This is an optimization exercise on Yosys and OpenROAD, whose aim is small area, a short achievable clock period and few clock cycles, not a production implementation. Power figures rest on the tool's default switching activity, not on a simulated workload.

==> flow/design.v (excerpt) <==
module sfla (
    input  wire       clk,
    input  wire       rst,         
    input  wire       cmd_valid,
    output wire       cmd_ready,
    input  wire [7:0] cmd_data,
    input  wire       cmd_last,
    output wire       rsp_valid,
    input  wire       rsp_ready,
    output wire [7:0] rsp_data,
    output wire       rsp_last
);
    localparam [2:0] ST_OK = 3'd0, ST_INVALID_BANK = 3'd1, ST_UNSUP_BANK = 3'd2,
                     ST_UNKNOWN_NAME = 3'd3, ST_NULL_INPUT = 3'd4,
                     ST_MASK_SHORT = 3'd5, ST_NO_FILTER = 3'd6, ST_ILLEGAL = 3'd7;
    localparam [2:0] T_STATUS = 3'd0, T_MATCH = 3'd1, T_FREAD = 3'd2, T_AREAD = 3'd3,
                     T_APPLY = 3'd4, T_LFMT = 3'd5, T_UNK = 3'd6;
    localparam QD = 6;             
    localparam QB = 3;             
    integer i;
    function [7:0] pchar(input [2:0] s, input [2:0] q);
        reg [8*7-1:0] t;
        begin
            case (s)
                3'd0: t = "KILL_  ";
                3'd1: t = "ACCESS_";
                3'd2: t = "EPC_   ";
                3'd3: t = "TID_   ";
                3'd4: t = "USER_  ";
                3'd5: t = "LOCK   ";
                3'd6: t = "UNLOCK ";
                default: t = "PERMA  ";
  ...
==> flow/config.mk <==
export PLATFORM = sky130hd
export DESIGN_NAME = sfla
export DESIGN_NICKNAME = sfla
export VERILOG_FILES = /design/flow/design.v
export SDC_FILE = /design/flow/constraint.sdc
export NUM_CORES = 4
export LEC_CHECK = 0
export CAP_MARGIN = 20
export CORE_MARGIN = 2
export CORE_UTILIZATION = 50
export CTS_CLUSTER_DIAMETER = 70
export CTS_CLUSTER_SIZE = 25
export SLEW_MARGIN = 20
==> flow/constraint.sdc <==
create_clock -name core_clock -period 10.0 [get_ports {clk}]
set_input_delay 2.0000 -clock core_clock [delete_from_list [all_inputs] [get_ports {clk}]]
set_output_delay 2.0000 -clock core_clock [all_outputs]
set_load 0.01 [all_outputs]
standard.sh (not shown) runs the stock make flow with config.mk's settings and CLKGATE_MAP_FILE= SYNTH_SCRIPT=/design/flow/synth_recipe.tcl, a recipe that flattens the netlist after the stock synthesis.
==> flow/flow/run.sh <==
#!/bin/bash
# Standard ORFS layout, with repair_timing aiming well past the clock period
# (a larger setup slack margin); the clock and constraints are unchanged.
set -euo pipefail
bash standard.sh SETUP_SLACK_MARGIN=6.5 finish > orfs_make.log 2>&1
Edit:
--- a/flow/design.v
+++ b/flow/design.v
@@ -209,13 +209,16 @@
     reg  [3:0]  ffl, fol;
     reg  [1:0]  fseg;
     reg  [3:0]  fq;
     assign rsp_valid = ov;
     assign rsp_data  = od;
     assign rsp_last  = ol;
-    reg  busy_fread, busy_unk, busy_a, pend_apply;    
+    wire busy_fread = n_fr != 0;
+    wire busy_unk   = n_unk != 0;
+    wire busy_a     = n_a != 0;
+    wire pend_apply = n_ap != 0;
     wire is_fload  = p0 ? in_fload  : o_fload;
     wire is_fread  = p0 ? in_fread  : o_fread;
     wire is_match  = p0 ? in_match  : o_match;
     wire is_lclr   = p0 ? in_lclr   : o_lclr;
     wire is_lacc   = p0 ? in_lacc   : o_lacc;
     wire is_lget   = p0 ? in_lget   : o_lget;
@@ -638,28 +641,16 @@
             end
         end else if (do_apply) begin
             a_mask <= {6'd0, {2{pm[0]}}, {2{pm[1]}}, {2{pm[2]}}, {2{pm[3]}}, {2{pm[4]}}};
             a_act  <= {6'd0, pa[1:0], pa[3:2], pa[5:4], pa[7:6], pa[9:8]};
         end
     end
-    function [QB:0] cnt(input [QB:0] n, input [QB:0] np1, input [QB:0] nm1,
-                        input up, input dn);
-        cnt = (up && !dn) ? np1 : (dn && !up) ? nm1 : n;
-    endfunction
-    function cnz(input nz, input n1, input up, input dn);
-        cnz = (up && !dn) ? 1'b1 : (dn && !up) ? !n1 : nz;
+    function [QB:0] cnt(input [QB:0] n, input up, input dn);
+        cnt = (up && !dn) ? n + 1'b1 : (dn && !up) ? n - 1'b1 : n;
     endfunction
     wire taken_last = ov && ol && rsp_ready;
-    wire up_fr = commit && inc_fr,            dn_fr = taken_last && c_fr;
-    wire up_uk = commit && inc_unk,           dn_uk = taken_last && c_uk;
-    wire up_a  = commit && (inc_a || inc_ap), dn_a  = taken_last && (c_ar || c_lf);
-    wire up_ap = commit && inc_ap,            dn_ap = do_apply;
-    wire [QB:0] nx_fr  = cnt(n_fr,  n_fr  + 1'b1, n_fr  - 1'b1, up_fr, dn_fr);
-    wire [QB:0] nx_unk = cnt(n_unk, n_unk + 1'b1, n_unk - 1'b1, up_uk, dn_uk);
-    wire [QB:0] nx_a   = cnt(n_a,   n_a   + 1'b1, n_a   - 1'b1, up_a,  dn_a);
-    wire [QB:0] nx_ap  = cnt(n_ap,  n_ap  + 1'b1, n_ap  - 1'b1, up_ap, dn_ap);
     wire lp_body = o_lparse && ple84;
     wire inc_fr  = p0 && in_fread && f_valid;
     wire inc_unk = lp_body && (perr || !lp_tok_acc);
     wire inc_ap  = lp_body && !perr && lp_tok_acc;
     wire inc_a   = p0 && (in_lget || in_lfmt);
     always @(posedge clk) begin
@@ -670,16 +661,12 @@
             q_full <= 1'b0;
             q_any  <= 1'b0;
             n_fr  <= 0;
             n_unk <= 0;
             n_a   <= 0;
             n_ap  <= 0;
-            busy_fread <= 1'b0;
-            busy_unk   <= 1'b0;
-            busy_a     <= 1'b0;
-            pend_apply <= 1'b0;
         end else begin
             if (commit) begin
                 qq[qw] <= c_q;
                 qw     <= qinc(qw);
             end
             if (pop) qr <= qinc(qr);
@@ -689,20 +676,16 @@
                 q_any  <= 1'b1;
             end else if (pop && !commit) begin
                 qn     <= qn - 1'b1;
                 q_full <= 1'b0;
                 q_any  <= qn != 1;
             end
-            n_fr  <= nx_fr;
-            n_unk <= nx_unk;
-            n_a   <= nx_a;
-            n_ap  <= nx_ap;
-            busy_fread <= cnz(busy_fread, n_fr  == 1, up_fr, dn_fr);
-            busy_unk   <= cnz(busy_unk,   n_unk == 1, up_uk, dn_uk);
-            busy_a     <= cnz(busy_a,     n_a   == 1, up_a,  dn_a);
-            pend_apply <= cnz(pend_apply, n_ap  == 1, up_ap, dn_ap);
+            n_fr  <= cnt(n_fr,  commit && inc_fr,            taken_last && c_fr);
+            n_unk <= cnt(n_unk, commit && inc_unk,           taken_last && c_uk);
+            n_a   <= cnt(n_a,   commit && (inc_a || inc_ap), taken_last && (c_ar || c_lf));
+            n_ap  <= cnt(n_ap,  commit && inc_ap,            do_apply);
         end
     end
     always @(posedge clk) begin
         if (rst || rs) begin
             ov <= 1'b0;
             cm <= 1'b0;
What happened: Cell count stays flat. Power went down by 0.80%. Die area goes down by 1.1%. Design area hardly moves. Core utilization climbs by 0.18 points. Clock power falls by about 3%. Fmax went down by 1.4%. Worst hold slack improved by 0.0050 ns. Worst setup slack loses 0.050 ns.
No run of this note included a check of the RTL's function; only the layout flow was run.

Another version of the RTL of sfla (not shown whole).
For scale: ~4200 cells after synthesis, ~1400 flip-flops, about 24 I/O pins, about 52000 um^2 of cells after synthesis.
clock: 10.0 ns
lec_check: 0
cap_margin: 20
core_margin: 2
core_utilization: 50
cts_cluster_diameter: 70
cts_cluster_size: 25
slew_margin: 20
Scripts as last shown in full above: flow/flow/run.sh
The starting point completed without violations.
Edit:
--- a/flow/design.v
+++ b/flow/design.v
@@ -148,13 +148,14 @@
         end
     end
     reg  [7:0]  fmh [0:6];
     reg  [7:0]  fmm [0:31];
     reg         f_valid;
     reg  [5:0]  f_rl;                  
-    reg  [9:0]  d_U0, d_V0;
+    reg  [9:0]  d_U0;
+    reg  [7:0]  d_m8U, d_m8V;          
     reg  [2:0]  d_ur, d_vr;
     reg         d_nz;
     reg         d_end0;                
     reg  [15:0] a_mask, a_act;
     reg  [8*84-1:0] ring;
     reg  [6:0]  ph;
@@ -181,22 +182,21 @@
     reg         dlast;                 
     reg         dperm;
     reg         perr;
     reg  [4:0]  pm;
     reg  [9:0]  pa;
     reg  [7:0]  mA, mB;
-    reg  [9:0]  mU, mV;
+    reg  [7:0]  mU, mV;
     reg         uge0, um1, vge1, v0, v1;    
     reg         d_uge0, d_um1, d_vge1, d_v0, d_v1;
     reg  [4:0]  midx;
     reg  [1:0]  hv;                    
     reg  [7:0]  h0, h1;                
     reg  [4:0]  d_U0p1;
     reg         mism;
-    reg  [2:0]  qt [0:QD-1];
-    reg  [2:0]  qd [0:QD-1];
+    reg  [3:0]  qq [0:QD-1];
     reg  [QB-1:0] qw, qr;
     reg  [QB:0] qn;
     reg         q_full, q_any;
     reg  [QB:0] n_fr, n_unk, n_a, n_ap;
     reg         ov, ol;
     reg  [7:0]  od;
@@ -342,13 +342,14 @@
             else                                      c_t  = T_APPLY;
         end else if (is_lfmt) begin
             if (!p0) c_st = ST_ILLEGAL; else c_t = T_LFMT;
         end else
             c_st = ST_ILLEGAL;
     end
-    wire [2:0] c_d = (c_t == T_MATCH) ? {2'b00, m_r} : c_st;
+    wire [3:0] c_q = (c_t == T_STATUS) ? {1'b0, c_st} :
+                     (c_t == T_MATCH)  ? {1'b1, m_r ? 3'd7 : 3'd1} : {1'b1, c_t};
     wire c_modA = (p0 && in_lclr) || (o_lacc && p4);
     wire stall =
         (p0 && in_fload  && (busy_fread || busy_unk)) ||
         (p0 && in_lparse && (pend_apply || busy_unk)) ||
         (ring_need && !ring_ok) ||
         (e_epc && (busy_fread || (p1 && hv != 2'd2))) ||
@@ -409,14 +410,15 @@
                     ({8{c_fr}} & frb) |
                     ({8{c_ar}} & abyte) |
                     ({8{c_lf}} & fmt_c) |
                     ({8{c_uk}} & ring_tap);
     wire       nl = c_mt | (c_fr & (ci[5:0] == f_rl)) | (c_ar & ci[2]) |
                     (c_lf & fmt_end) | (c_uk & (ci == tl));
-    wire [2:0] ht = qt[qr];
-    wire [2:0] hd = qd[qr];
+    wire [3:0] hq = qq[qr];
+    wire [2:0] ht = !hq[3] ? T_STATUS : (hq[2:0] == 3'd7) ? T_MATCH : hq[2:0];
+    wire [2:0] hd = !hq[3] ? hq[2:0] : {2'b00, hq[2:0] == 3'd7};
     wire       unk_wait = c_uk && ph != rsl;
     wire       pop = load && !cm && q_any;
     wire       adv = load && cm && !unk_wait;
     wire       do_apply = pop && ht == T_APPLY;
     wire [31:0] fP = {fmh[1], fmh[2], fmh[3], fmh[4]};
     wire [15:0] fN = {fmh[5], fmh[6]};
@@ -425,13 +427,14 @@
     wire [9:0]  nU0 = (|fP[31:11]) ? 10'h300 : {{1{du[11]}}, du[11:3]};
     wire [9:0]  nV0 = ((|fP[31:11]) || (|fN[15:9])) ? 10'd511 : dv[12:3];
     always @(posedge clk) begin
         d_U0   <= nU0;
         d_U0p1 <= nU0[4:0] + 5'd1;
         d_ur   <= du[2:0];
-        d_V0   <= nV0;
+        d_m8U  <= (nU0[9] && nU0[8:7] != 2'b11) ? 8'h80 : nU0[7:0];
+        d_m8V  <= (!nV0[9] && nV0[8:7] != 2'b00) ? 8'h7F : nV0[7:0];
         d_vr   <= dv[2:0];
         d_nz   <= (fN != 16'd0);
         d_end0 <= (fN == 16'd0) || nV0[9] || (nV0 == 10'd0 && dv[2:0] == 3'd0);
         d_uge0 <= !nU0[9];
         d_um1  <= nU0 == 10'h3FF;
         d_vge1 <= !nV0[9] && nV0 != 10'd0;
@@ -512,14 +515,14 @@
                     dm   <= 3'd0;
                     perr <= 1'b0;
                     pm   <= 5'd0;
                     pa   <= 10'd0;
                 end
                 mism     <= 1'b0;
-                mU       <= d_U0;
-                mV       <= d_V0;
+                mU       <= d_m8U;
+                mV       <= d_m8V;
                 uge0     <= d_uge0;
                 um1      <= d_um1;
                 vge1     <= d_vge1;
                 v0       <= d_v0;
                 v1       <= d_v1;
                 midx     <= d_U0[4:0] + 5'd2;
@@ -551,19 +554,19 @@
                     dexp  <= pchar(n_dsid, n_dq);
                     dlast <= n_dq == plast(n_dsid);
                 end
             end
             if (consume && e_epc) begin
                 mism <= mism | mism_byte;
-                mU   <= mU + 10'd1;
-                mV   <= mV - 10'd1;
+                mU   <= mU + 8'd1;
+                mV   <= mV - 8'd1;
                 uge0 <= uge0 | um1;
-                um1  <= mU == 10'h3FE;
+                um1  <= mU == 8'hFE;
                 vge1 <= vge1 & ~v1;
                 v0   <= v1;
-                v1   <= mV == 10'd2;
+                v1   <= mV == 8'd2;
             end
             if (consume && e_epc) begin
                 mA   <= p1 ? h1 : mB;
                 mB   <= port;
                 midx <= midx + 5'd1;
             end
@@ -654,14 +657,13 @@
             n_fr  <= 0;
             n_unk <= 0;
             n_a   <= 0;
             n_ap  <= 0;
         end else begin
             if (commit) begin
-                qt[qw] <= c_t;
-                qd[qw] <= c_d;
+                qq[qw] <= c_q;
                 qw     <= qinc(qw);
             end
             if (pop) qr <= qinc(qr);
             if (commit && !pop) begin
                 qn     <= qn + 1'b1;
                 q_full <= qn == QD - 1;
=>
- clock skew goes down by 0.056 ns
- worst setup slack gains 0.079 ns
- worst hold slack barely changes
- via count goes down by 1.2%
- die area goes down by 1.1%
- sequential share of layout area goes down by 0.36 points
- routed wire length goes down by 2.4%
Function was not checked in any run of this note: the RTL went through the layout flow alone.

-- afterwards: timing with drivers on the ports --
No port has a modelled driver above. Below, the same layouts with a new extraction and two added sets of constraints. Step 1, drivers: a clkbuf_16 drives clk and a buf_2 each remaining input, both assumed. Step 2 also shifts input and output timing later by t, the mid clock arrival at the registers, as if the neighbouring blocks saw the same clock. Three values: no drivers, after step 1, after step 2; two values: the first two.
run | t (ns) | slack for setup (ns) | hold WS [ns] | worst register clock-pin slew, ns | worst slew at a driven data input, ns
the first run of note 1 | 0.764 | 6.394 / 6.394 / 5.799 | 0.291 / 0.291 / 0.291 | 0.10 / 0.10 | 0.06
the second run of note 1 | 0.752 | 6.344 / 6.344 / 5.635 | 0.296 / 0.296 / 0.296 | 0.10 / 0.10 | 0.09
the first run of note 2 | 0.766 | 6.281 / 6.281 / 5.596 | 0.310 / 0.310 / 0.310 | 0.10 / 0.10 | 0.09
the second run of note 2 | 0.736 | 6.360 / 6.385 / 5.661 | 0.308 / 0.308 / 0.308 | 0.10 / 0.10 | 0.11
After both steps setup and hold are still met in every run listed. For the second run of note 1, which loses most, drivers alone change the setup slack by 0.000 ns; drivers and shift together by -0.709 ns.
